This design comes from an exercise in tuning for small area, a short achievable clock period and few clock cycles per item on the open sky130 flow, not from production work.
Function was checked by simulation only, so behaviour that the tests miss may differ from the original.
No activity file was given, so power comes from the tool's default toggle rates.

Design zemu_bus, start of the top module:
module zemu_bus (
    input  wire        clk,
    input  wire        rst,
    input  wire        req_valid,
    output wire        req_ready,
    input  wire [3:0]  req_op,
    input  wire [15:0] req_addr,
    input  wire [7:0]  req_data,
    output reg         resp_valid,
    output wire [7:0]  resp_data,
    output reg         resp_err
);
clock: 8.0 ns
lec_check: 0
cap_margin: 20
core_margin: 2
core_utilization: 45
cts_cluster_diameter: 85
cts_cluster_size: 22
setup_slack_margin: 4.5
slew_margin: 20
run.sh (not shown) runs the stock make flow with config.mk's settings and CLKGATE_MAP_FILE= SYNTH_SCRIPT=/design/flow/synth_recipe.tcl, a recipe that flattens the netlist after the stock synthesis.
The starting point went through all stages and came out clean.
Testbench counts at the start, summed over its fixed seeds: cycles 48,008, items 48,000.
Rerun with:
- PLACE_DENSITY: not set -> 0.75
Outcome: Count of clock-buffer cells in the layout came out lower by 18; sequential power is about the same; setup slack degrades by 67 ps; die area does not change; first-iteration DRC count grows by about 14%.
Rerun with:
- PLACE_DENSITY: 0.75 -> not set
- SETUP_SLACK_MARGIN: 4.5 -> 4.6
Via count is lower by 1.2%.
Cell count came out higher by 1.4%.
Global-route usage is higher by 0.36 points.
Worst hold slack is about the same.
Register-to-register slack gets worse by 180 ps.
Worst setup slack is better by 140 ps.
Non-clock buffer count is higher by 75.
Sequential power hardly moves.
Sequential share of layout area falls by 1.4 points.
Wire length climbs by 3.1%.

---

tundra:
Another version of the RTL of zemu_bus (not shown whole).
For scale: roughly 5200 cells after synthesis, ~2000 flip-flops, roughly 42 I/O pins, about 0.081 mm² of cells after synthesis.
clock: 8.0 ns
lec_check: 0
cap_margin: 20
core_margin: 2
core_utilization: 45
cts_cluster_diameter: 80
cts_cluster_size: 20
setup_slack_margin: 4.5
slew_margin: 20
Testbench counts of tundra, summed over its fixed seeds: cycles 48,008, items 48,000.
#### Input delta (willow over tundra)
Settings: swapping 80 for 90 in CTS_CLUSTER_DIAMETER; swapping 20 for 24 in CTS_CLUSTER_SIZE; swapping 4.5 for 4.3 in SETUP_SLACK_MARGIN.
==> comparison <==
- Relative to tundra, sequential share of layout area has gone up in willow.
- In willow, number of gates resized after cts is higher than in tundra.
- tundra ended up with oth_r[4] as its end point of the critical path; willow ended up with u_bd.store[174].
- tundra has higher non-clock buffer count than willow.
- On number of well taps, willow and tundra are neck and neck.
- Changes observed in willow relative to tundra: via count went up; count of clock-buffer cells in the layout went down.
- Ratio of cells with drive above 1 in the final layout (lower): willow
- Cmp willow vs tundra: layout-stage area growth over the synthesis result lower in willow

---

## run a
Another version of the RTL of zemu_bus (not shown whole).
For scale: ~4,900 cells after synthesis, ~42 I/O pins.
==> flow/config.mk <==
export PLATFORM = sky130hd
export DESIGN_NAME = zemu_bus
export DESIGN_NICKNAME = zemu_bus
export VERILOG_FILES = /design/flow/design.v
export SDC_FILE = /design/flow/constraint.sdc
export NUM_CORES = 4
export LEC_CHECK = 0
export CAP_MARGIN = 20
export CORE_MARGIN = 2
export CORE_UTILIZATION = 30
export SLEW_MARGIN = 20
==> flow/constraint.sdc <==
create_clock -name core_clock -period 8.0 [get_ports {clk}]
set_input_delay 1.6000 -clock core_clock [delete_from_list [all_inputs] [get_ports {clk}]]
set_output_delay 1.6000 -clock core_clock [all_outputs]
set_load 0.01 [all_outputs]
Testbench counts of run a, summed over its fixed seeds: cycles 48,008, items 48,000.
What run b does differently from run a at the input level:
- ABC_CLOCK_PERIOD_IN_PS: unset -> 3000
- CORE_UTILIZATION: 30 -> 50
- SETUP_SLACK_MARGIN: unset -> 4.5
Findings:
- From run a to run b the numbers moved as follows: design area shows an increase of 6.7%, filler-free cell count of the finished design shows a reduction of about 14%.
- Run b — overall fraction of global-route tracks in use 21 points higher, run a as reference
- [run b] area growth from synthesis to layout rose 7.9 points relative to run a
- Looking at share of total power in the clock network, run b sits below run a.
- Wire: run b routes more than run a
- Power per standard cell area shrinks by a few percent when moving from run a to run b.
- Part of the total power dissipated in sequential elements: run b vs run a down 0.8 points
- [run b vs run a] share of post-route cells with drive strength above 1: higher in run b
- Looking at share of the core filled with cells in the final layout, run b sits 28 points above run a.
- Worst slew slack as a fraction of its limit ended up 0.61 points lower on run b than on run a.

[what the ideal ports hide]
In the flow no input, the clock included, has a driving cell. The finished layouts below were timed again as built, in two steps. Step 1 (the two cells are an assumption about what drives the block):
set clk [get_ports {clk}]
set_driving_cell -lib_cell sky130_fd_sc_hd__clkbuf_16 $clk
set_driving_cell -lib_cell sky130_fd_sc_hd__buf_2 [delete_from_list [all_inputs] $clk]
Step 2 also shifts input and output timing later by t, the mid clock arrival at the registers, as if the neighbouring blocks saw the same clock. Three values: ideal, step 1, step 2; two values: the first two.
| run | shift t [ns] | setup slack, ns | clock arrival spread, ns | worst register clock-pin slew, ns | worst data-port slew with drivers (ns) |
|---|---|---|---|---|---|
| the first run of note 1 | 0.852 | 4.376 / 4.341 / 3.489 | 0.059 / 0.060 | 0.11 / 0.11 | 0.16 |
| the second run of note 1 | 0.863 | 4.309 / 4.306 / 3.443 | 0.069 / 0.068 | 0.10 / 0.10 | 0.35 |
| the third run of note 1 | 0.877 | 4.450 / 4.326 / 3.449 | 0.050 / 0.050 | 0.10 / 0.10 | 0.21 |
| tundra | 0.885 | 4.301 / 4.301 / 3.504 | 0.063 / 0.063 | 0.09 / 0.09 | 0.23 |
| willow | 0.840 | 4.175 / 4.184 / 3.344 | 0.056 / 0.056 | 0.11 / 0.11 | 0.11 |
| run a | 0.973 | 0.992 / 1.051 / 0.078 | 0.080 / 0.080 | 0.07 / 0.07 | 0.16 |
| run b | 0.957 | 3.493 / 3.363 / 2.407 | 0.056 / 0.057 | 0.07 / 0.07 | 0.30 |
After both steps every run listed still meets setup and hold. For run b, which loses most, drivers alone change the setup slack by -0.130 ns; drivers and shift together by -1.086 ns.
